What follows belongs to an exercise in optimizing a design on an open flow for small area; a production flow would make more cautious choices.
Function was checked by simulation only, so behaviour that the tests miss may differ from the original.
Power figures rest on the tool's default switching activity, not on a simulated workload.

## run 1
// usb_msc_bot
module usb_msc_bot #(
    parameter [31:0] T_DATA_MS = 32'd250,   
    parameter [31:0] T_CSW_MS  = 32'd100    
) (
    input  wire        clk,
    input  wire        rst,            
    input  wire [31:0] now_ms,         
    input  wire [31:0] flash_blocks,   
    input  wire        out_valid,
    input  wire [7:0]  out_data,
    output wire        out_ready,
    output reg         in_valid,
    output reg  [7:0]  in_data,
    output reg         in_csw,
    input  wire        in_ready,
    output wire        fl_cmd_valid,
    output wire        fl_cmd_write,
    output wire [31:0] fl_cmd_addr,
    output wire [24:0] fl_cmd_len,
    input  wire        fl_sts_valid,
    input  wire        fl_sts_ok,
    output wire        fl_abort,
    input  wire        fl_rd_valid,
    input  wire [7:0]  fl_rd_data,
    output wire        fl_rd_ready,
    output wire        fl_wr_valid,
    output wire [7:0]  fl_wr_data,
    input  wire        fl_wr_ready
);
Size: ~150 flip-flops, about 170 I/O pins, ~8800 µm² of cells after synthesis.
==> flow/config.mk <==
export PLATFORM = sky130hd
export DESIGN_NAME = usb_msc_bot
export DESIGN_NICKNAME = usb_msc_bot
export VERILOG_FILES = /design/flow/design.v
export SDC_FILE = /design/flow/constraint.sdc
export NUM_CORES = 4
export LEC_CHECK = 0
export CAP_MARGIN = 20
export CORE_MARGIN = 2
export CORE_UTILIZATION = 40
export PLACE_DENSITY = 0.6
export SLEW_MARGIN = 20
==> flow/constraint.sdc <==
create_clock -name core_clock -period 10.0 [get_ports {clk}]
set_input_delay 2.0000 -clock core_clock [delete_from_list [all_inputs] [get_ports {clk}]]
set_output_delay 2.0000 -clock core_clock [all_outputs]
set_load 0.01 [all_outputs]
standard.sh (not shown) runs the stock make flow with config.mk's settings and CLKGATE_MAP_FILE= SYNTH_SCRIPT=/design/flow/synth_recipe.tcl, a recipe that flattens the netlist after the stock synthesis.
==> flow/flow/run.sh <==
#!/bin/bash
# Own layout flow: the standard ORFS flow (standard.sh, unchanged synthesis,
# floorplan, tap cells, power grid, placement, CTS and routing), with
#  - the port buffers made with the smallest buffer cell (buf_1) instead of
#    the resizer's default pick, and
#  - the clock tree built from small clock buffers without dummy loads.
# Every port still gets its own buffer; the clock tree is balanced as usual.
set -euo pipefail
cd "$(dirname "$0")/.."
export BUFFER_PORTS_ARGS="-buffer_cell sky130_fd_sc_hd__buf_1"
export CTS_ARGS="-sink_clustering_enable -repair_clock_nets -dont_use_dummy_load -sink_clustering_size 20 -buf_list {sky130_fd_sc_hd__clkbuf_16}"
bash standard.sh > standard_flow.log 2>&1
What run 2 does differently from run 1 at the input level:
==> flow/flow/run.sh <==
#!/bin/bash
# Own layout flow: the standard ORFS flow (standard.sh), with three changes.
#  - Synthesis is ORFS's synthesis exactly as synth_recipe.tcl runs it, except
#    that ABC maps the logic with an area-oriented script (flow/area.abc)
#    instead of ORFS's speed script. Registers are mapped before ABC runs,
#    so they are the standard synthesis's registers, names and cell types.
#  - The port buffers are made with the smallest buffer cell (buf_1).
#  - The clock tree is built from clkbuf_4/clkbuf_8 without dummy loads.
# Floorplan, tap cells, power grid, placement, CTS and routing are ORFS's.
set -euo pipefail
cd "$(dirname "$0")/.."
W=$PWD
mkdir -p "$W/own"
# ORFS synth.tcl, with the ABC script swapped right after the preamble sets it
sed -e "s#^source \$::env(SCRIPTS_DIR)/synth_preamble.tcl\$#&\nset abc_args [lreplace \$abc_args 1 1 $W/flow/area.abc]#" \
    "$FLOW_HOME/scripts/synth.tcl" > "$W/own/synth_area.tcl"
grep -q "flow/area.abc" "$W/own/synth_area.tcl"
sed -e "s#^source \$::env(SCRIPTS_DIR)/synth.tcl\$#source $W/own/synth_area.tcl#" \
    "$W/synth_recipe.tcl" > "$W/own/synth_recipe_area.tcl"
grep -q "own/synth_area.tcl" "$W/own/synth_recipe_area.tcl"
sed -e "s#SYNTH_SCRIPT=[^ ]*#SYNTH_SCRIPT=$W/own/synth_recipe_area.tcl#" \
    "$W/standard.sh" > "$W/own/standard_area.sh"
grep -q "own/synth_recipe_area.tcl" "$W/own/standard_area.sh"
export BUFFER_PORTS_ARGS="-buffer_cell sky130_fd_sc_hd__buf_1"
export CTS_ARGS="-sink_clustering_enable -repair_clock_nets -dont_use_dummy_load -sink_clustering_size 12 -buf_list {sky130_fd_sc_hd__clkbuf_4 sky130_fd_sc_hd__clkbuf_8}"
bash "$W/own/standard_area.sh" > "$W/standard_flow.log" 2>&1
==> flow/flow/area.abc (new file) <==
strash; dch -f; map -a; strash; dch -f; map -a; strash; dch -f; map -a; topo
### Flow results
Number of vias in the routed layout for run 2: 382 up relative to run 1
The fraction of met2 tracks used by global routing reported for run 2 is greater than that of run 1 by 0.59 points.
In the tables for run 2 and run 1, wire length on met1 reads lower with run 1.
Compared with run 1, run 2 shows post-synthesis to final-layout area growth lower by 0.27 points.
From run 1 to run 2 the numbers moved as follows: sequential share of cell area moved up, non-clock buffer area fraction after layout now sits higher, wire length after detailed routing has increased.
In the metrics for run 2 and run 1, the one carrying the lower layout multi-input combinational cell count is run 2.
What run 3 does differently from run 2 at the input level:
==> flow/flow/area.abc <==
strash; dch -f; map -a; strash; dch -f; map -a; strash; dch -f; map -a; topo; buffer -c; upsize -c; dnsize -c
==> notes.md <==
The final non-filler cell total was comparable across run 3 and run 2. Die: run 3 bigger than run 2. Against run 2, run 3 comes in 0.32% lower on via count. Run 3 finished every step from synthesis to the final layout, and the layout passed the timing, DRC and antenna checks. Re average cell area after synthesis: run 3 and run 2 aren't equal, and the higher value belongs to run 2. NOTE: ratio of final minimum period to clock period in run 3 falls short of that of run 2. Run 3 against run 2: xor and xnor area share after synthesis neither gained nor lost much, routed wire length saw little to no change.
The following lists how run 4 was set up differently from run 3:
==> flow/flow/run.sh <==
#!/bin/bash
# Own layout flow: the standard ORFS flow (standard.sh, unchanged synthesis,
# floorplan, tap cells, power grid, placement, CTS and routing), with
#  - the port buffers made with the smallest buffer cell (buf_1) instead of
#    the resizer's default pick, and
#  - the clock tree built from small clock buffers without dummy loads.
# Every port still gets its own buffer; the clock tree is balanced as usual.
set -euo pipefail
cd "$(dirname "$0")/.."
export BUFFER_PORTS_ARGS="-buffer_cell sky130_fd_sc_hd__buf_1"
export CTS_ARGS="-sink_clustering_enable -repair_clock_nets -dont_use_dummy_load -sink_clustering_size 12 -buf_list {sky130_fd_sc_hd__clkbuf_4 sky130_fd_sc_hd__clkbuf_8}"
bash standard.sh > standard_flow.log 2>&1
removed: flow/flow/area.abc
### Flow results
Lower worst stage delay on the critical path among run 3 and run 4: run 3
Diff run 3..run 4 | number of hold buffers added after CTS | unchanged
Run 4 vs. run 3: post-synthesis xor/xnor area fraction has increased, post-synthesis instance total has decreased, number of antenna violations at the first check in global routing has remained practically unchanged.


the baseline:
Another version of the RTL of usb_msc_bot (not shown whole).
Size: about 970 cells after synthesis, ~170 I/O pins.
Settings: LEC_CHECK=0, CAP_MARGIN=20, CORE_MARGIN=2, CORE_UTILIZATION=40, PLACE_DENSITY=0.6, SLEW_MARGIN=20; clock period 10.0 ns.
run.sh (not shown) runs the stock make flow with config.mk's settings and CLKGATE_MAP_FILE= SYNTH_SCRIPT=/design/flow/synth_recipe.tcl, a recipe that flattens the netlist after the stock synthesis.
Stock flow here: none of the scripts above is used.
The baseline finished every stage and its layout cleared the timing, DRC and antenna checks.
Inputs modified between the baseline and the candidate:
==> flow/flow/run.sh (new file) <==
#!/bin/bash
# Own layout flow: the standard ORFS flow (standard.sh, unchanged synthesis,
# floorplan, tap cells, power grid, placement, CTS and routing), with
#  - the port buffers made with the smallest buffer cell (buf_1) instead of
#    the resizer's default pick, and
#  - the clock tree built from small clock buffers without dummy loads.
# Every port still gets its own buffer; the clock tree is balanced as usual.
set -euo pipefail
cd "$(dirname "$0")/.."
export BUFFER_PORTS_ARGS="-buffer_cell sky130_fd_sc_hd__buf_1"
export CTS_ARGS="-sink_clustering_enable -repair_clock_nets -dont_use_dummy_load -buf_list {sky130_fd_sc_hd__clkbuf_4 sky130_fd_sc_hd__clkbuf_8}"
bash standard.sh > standard_flow.log 2>&1
==> flow/standard.sh (new file) <==
#!/bin/bash
# synth_recipe.tcl (not shown) runs the flow's synth.tcl, then flattens the netlist and writes it again
# the make line also repeats each setting of config.mk as NAME=value (left out here)
make -C /OpenROAD-flow-scripts/flow DESIGN_CONFIG=/design/flow/config.mk WORK_HOME=/design/flow/orfs CLKGATE_MAP_FILE= SYNTH_SCRIPT=/design/flow/synth_recipe.tcl "${@:-finish}"
removed: flow/run.sh
Results
- Re critical path depth: no difference whatsoever between the baseline and the candidate.
- Relative to the baseline, sum of internal, switching and leakage power has decreased by 0.00037 W in the candidate.
- The standard cells in the candidate occupy less silicon area than those in the baseline do.
- From the baseline to the candidate the numbers moved as follows: cell count shows a reduction of 16, wire length shows a reduction of 1200 um, worst setup slack shows an increase of 330 ps.


usb_msc_bot, a different RTL version from the one above (not shown whole).
Size: roughly 910 cells after synthesis, ~150 flip-flops, about 170 I/O pins, ~8000 um2 of cells after synthesis.
export LEC_CHECK = 0
export CAP_MARGIN = 20
export CORE_MARGIN = 2
export CORE_UTILIZATION = 40
export PLACE_DENSITY = 0.6
export SLEW_MARGIN = 20
create_clock -name core_clock -period 10.0 [get_ports {clk}]
standard.sh (not shown) runs the stock make flow with config.mk's settings and CLKGATE_MAP_FILE= SYNTH_SCRIPT=/design/flow/synth_recipe.tcl, a recipe that flattens the netlist after the stock synthesis.
==> flow/flow/run.sh <==
#!/bin/bash
# Own layout flow: the standard ORFS flow (standard.sh), with three changes.
#  - Synthesis is ORFS's synthesis exactly as synth_recipe.tcl runs it, except
#    that full/half adders are not extracted into adder cells (ADDER_MAP_FILE
#    empty) and ABC maps all the logic with an area-oriented script
#    (flow/area.abc, ABC's area mapper amap) instead of ORFS's speed script.
#    Registers are mapped before ABC runs and neither change touches them, so
#    they are the standard synthesis's registers, names and cell types.
#  - The port buffers are made with the smallest buffer cell (buf_1).
#  - The clock tree is built from clkbuf_4/clkbuf_8 without dummy loads.
# Floorplan, tap cells, power grid, placement, CTS and routing are ORFS's.
set -euo pipefail
cd "$(dirname "$0")/.."
W=$PWD
mkdir -p "$W/own"
# ORFS synth.tcl, with the ABC script swapped right after the preamble sets it
sed -e "s#^source \$::env(SCRIPTS_DIR)/synth_preamble.tcl\$#&\nset abc_args [lreplace \$abc_args 1 1 $W/flow/area.abc]#" \
    "$FLOW_HOME/scripts/synth.tcl" > "$W/own/synth_area.tcl"
grep -q "flow/area.abc" "$W/own/synth_area.tcl"
sed -e "s#^source \$::env(SCRIPTS_DIR)/synth.tcl\$#source $W/own/synth_area.tcl#" \
    "$W/synth_recipe.tcl" > "$W/own/synth_recipe_area.tcl"
grep -q "own/synth_area.tcl" "$W/own/synth_recipe_area.tcl"
sed -e "s#SYNTH_SCRIPT=[^ ]*#SYNTH_SCRIPT=$W/own/synth_recipe_area.tcl#" \
    "$W/standard.sh" > "$W/own/standard_area.sh"
grep -q "own/synth_recipe_area.tcl" "$W/own/standard_area.sh"
export ADDER_MAP_FILE=
export BUFFER_PORTS_ARGS="-buffer_cell sky130_fd_sc_hd__buf_1"
export CTS_ARGS="-sink_clustering_enable -repair_clock_nets -dont_use_dummy_load -sink_clustering_size 12 -buf_list {sky130_fd_sc_hd__clkbuf_4 sky130_fd_sc_hd__clkbuf_8}"
bash "$W/own/standard_area.sh" > "$W/standard_flow.log" 2>&1
==> flow/flow/area.abc <==
strash; dch -f; amap; strash; dch -f; amap; strash; dch -f; amap; topo
The baseline passed the timing, DRC and antenna checks.
Edit:
--- a/flow/flow/run.sh
+++ b/flow/flow/run.sh
@@ -2,9 +2,7 @@
 # Own layout flow: the standard ORFS flow (standard.sh), with three changes.
 #  - Synthesis is ORFS's synthesis exactly as synth_recipe.tcl runs it, except
-#    that full/half adders are not extracted into adder cells (ADDER_MAP_FILE
-#    empty) and ABC maps all the logic with an area-oriented script
-#    (flow/area.abc, ABC's area mapper amap) instead of ORFS's speed script.
-#    Registers are mapped before ABC runs and neither change touches them, so
-#    they are the standard synthesis's registers, names and cell types.
+#    that ABC maps the logic with an area-oriented script (flow/area.abc)
+#    instead of ORFS's speed script. Registers are mapped before ABC runs,
+#    so they are the standard synthesis's registers, names and cell types.
 #  - The port buffers are made with the smallest buffer cell (buf_1).
 #  - The clock tree is built from clkbuf_4/clkbuf_8 without dummy loads.
@@ -24,5 +22,4 @@
     "$W/standard.sh" > "$W/own/standard_area.sh"
 grep -q "own/synth_recipe_area.tcl" "$W/own/standard_area.sh"
-export ADDER_MAP_FILE=
 export BUFFER_PORTS_ARGS="-buffer_cell sky130_fd_sc_hd__buf_1"
 export CTS_ARGS="-sink_clustering_enable -repair_clock_nets -dont_use_dummy_load -sink_clustering_size 12 -buf_list {sky130_fd_sc_hd__clkbuf_4 sky130_fd_sc_hd__clkbuf_8}"
==> flow/flow/area.abc (replaced) <==
strash; dch -f; map -a; strash; dch -f; map -a; strash; dch -f; map -a; topo
After rerunning: Design area rose by 4.0%; worst hold slack improves by 0.010 ns; routed wire length fell by 3.6%; fmax fell by 7.2%; clock-buffer cell count stays the same; synthesized cell count fell by 4.4%; combinational power rose by 5.8%; utilization fell by 0.26 points; non-clock buffer count is unchanged; global-route usage fell by 1.2 points; die area rose by 4.8%.
Edit:
--- a/flow/flow/run.sh
+++ b/flow/flow/run.sh
@@ -2,7 +2,9 @@
 # Own layout flow: the standard ORFS flow (standard.sh), with three changes.
 #  - Synthesis is ORFS's synthesis exactly as synth_recipe.tcl runs it, except
-#    that ABC maps the logic with an area-oriented script (flow/area.abc)
-#    instead of ORFS's speed script. Registers are mapped before ABC runs,
-#    so they are the standard synthesis's registers, names and cell types.
+#    that full/half adders are not extracted into adder cells (ADDER_MAP_FILE
+#    empty) and ABC maps all the logic with an area-oriented script
+#    (flow/area.abc, ABC's area mapper amap) instead of ORFS's speed script.
+#    Registers are mapped before ABC runs and neither change touches them, so
+#    they are the standard synthesis's registers, names and cell types.
 #  - The port buffers are made with the smallest buffer cell (buf_1).
 #  - The clock tree is built from clkbuf_4/clkbuf_8 without dummy loads.
@@ -22,4 +24,5 @@
     "$W/standard.sh" > "$W/own/standard_area.sh"
 grep -q "own/synth_recipe_area.tcl" "$W/own/standard_area.sh"
+export ADDER_MAP_FILE=
 export BUFFER_PORTS_ARGS="-buffer_cell sky130_fd_sc_hd__buf_1"
 export CTS_ARGS="-sink_clustering_enable -repair_clock_nets -dont_use_dummy_load -sink_clustering_size 12 -buf_list {sky130_fd_sc_hd__clkbuf_4 sky130_fd_sc_hd__clkbuf_8}"
==> flow/flow/area.abc (replaced) <==
strash; dch -f; amap; strash; dch -f; amap; strash; dch -f; amap; topo
Settings changed: CAP_MARGIN 20 to 0, SLEW_MARGIN 20 to 0.
After rerunning: Non-clock buffer count decreases by 1. First-iteration DRC count rose by 43%. Cell area falls by 4.2%. Die area shrinks by 4.6%. Setup slack gains 0.52 ns. Hold slack got worse by 0.012 ns. Synthesized cell count came out higher by 4.6%. Utilization climbs by 0.12 points. Flip-flop and latch count stays the same. Total power shrinks by 2.4%. Register-to-register slack gains 0.17 ns.


usb_msc_bot, a different RTL version from the one above (not shown whole).
For scale: about 870 cells after synthesis, roughly 150 flip-flops, roughly 170 I/O pins, ~9200 um^2 of cells after synthesis.
==> flow/config.mk <==
export PLATFORM = sky130hd
export DESIGN_NAME = usb_msc_bot
export DESIGN_NICKNAME = usb_msc_bot
export VERILOG_FILES = /design/flow/design.v
export SDC_FILE = /design/flow/constraint.sdc
export NUM_CORES = 4
export LEC_CHECK = 0
export CAP_MARGIN = 20
export CORE_MARGIN = 2
export CORE_UTILIZATION = 40
export PLACE_DENSITY = 0.6
export SLEW_MARGIN = 20
==> flow/constraint.sdc <==
create_clock -name core_clock -period 10.0 [get_ports {clk}]
set_input_delay 2.0000 -clock core_clock [delete_from_list [all_inputs] [get_ports {clk}]]
set_output_delay 2.0000 -clock core_clock [all_outputs]
set_load 0.01 [all_outputs]
run.sh (not shown) runs the stock make flow with config.mk's settings and CLKGATE_MAP_FILE= SYNTH_SCRIPT=/design/flow/synth_recipe.tcl, a recipe that flattens the netlist after the stock synthesis.
Stock flow here: none of the scripts above is used.
Next try:
==> flow/flow/run.sh (new file) <==
#!/bin/bash
# Own layout flow: the standard ORFS flow (standard.sh, unchanged synthesis,
# floorplan, tap cells, power grid, placement, CTS and routing), with
#  - the port buffers made with the smallest buffer cell (buf_1) instead of
#    the resizer's default pick, and
#  - the clock tree built from small clock buffers without dummy loads.
# Every port still gets its own buffer; the clock tree is balanced as usual.
set -euo pipefail
cd "$(dirname "$0")/.."
export BUFFER_PORTS_ARGS="-buffer_cell sky130_fd_sc_hd__buf_1"
export CTS_ARGS="-sink_clustering_enable -repair_clock_nets -dont_use_dummy_load -sink_clustering_size 12 -buf_list {sky130_fd_sc_hd__clkbuf_4 sky130_fd_sc_hd__clkbuf_8}"
bash standard.sh > standard_flow.log 2>&1
==> flow/standard.sh (new file) <==
#!/bin/bash
# synth_recipe.tcl (not shown) runs the flow's synth.tcl, then flattens the netlist and writes it again
# the make line also repeats each setting of config.mk as NAME=value (left out here)
make -C /OpenROAD-flow-scripts/flow DESIGN_CONFIG=/design/flow/config.mk WORK_HOME=/design/flow/orfs CLKGATE_MAP_FILE= SYNTH_SCRIPT=/design/flow/synth_recipe.tcl "${@:-finish}"
removed: flow/run.sh
What happened:
- critical path depth does not change
- worst setup slack gains 0.35 ns
- non-clock buffer count is higher by 3
- register-to-register slack barely changes
- via count is lower slightly
- total power is lower by about a fifth

[re-timing with driven ports]
The results above use ideal ports. As a check the final layouts listed here were re-extracted and re-timed, cells and wires unchanged.
Step 1: set_driving_cell puts a clkbuf_16 on clk and a buf_2 on each other input, an assumption about the parent block.
Step 2 moves the port delays by t, midway between the first and last clock arrival at a register: inputs arrive t later, outputs are due t later. That takes back most of the time a late clock gives input paths.
Slacks: ideal ports / drivers / drivers and shift; pairs: ideal ports / drivers.
| run | shift t [ns] | setup slack, ns | clock arrival spread, ns |
|---|---|---|---|
| run 1 | 0.457 | 1.554 / 1.507 / 1.291 | 0.034 / 0.034 |
| run 2 | 0.472 | 1.032 / 1.031 / 0.560 | 0.027 / 0.027 |
| run 3 | 0.465 | 1.356 / 1.318 / 0.980 | 0.022 / 0.022 |
| run 4 | 0.478 | 1.469 / 1.425 / 1.298 | 0.047 / 0.046 |
| the baseline | 0.473 | 2.003 / 1.957 / 2.153 | 0.013 / 0.014 |
| the candidate | 0.479 | 2.336 / 2.299 / 2.446 | 0.055 / 0.055 |
| the first run of note 3 | 0.481 | 2.254 / 2.269 / 1.788 | 0.034 / 0.034 |
| the second run of note 3 | 0.469 | 1.653 / 1.613 / 1.540 | 0.028 / 0.028 |
| the third run of note 3 | 0.482 | 2.176 / 2.191 / 1.709 | 0.034 / 0.035 |
| the first run of note 4 | 0.470 | 0.991 / 1.013 / 0.543 | 0.016 / 0.016 |
| the second run of note 4 | 0.482 | 1.341 / 1.361 / 0.879 | 0.021 / 0.020 |
After both steps setup and hold are still met in every run listed. The setup slack of run 2, which loses most, moves by -0.001 ns with the drivers and by -0.472 ns with both steps.
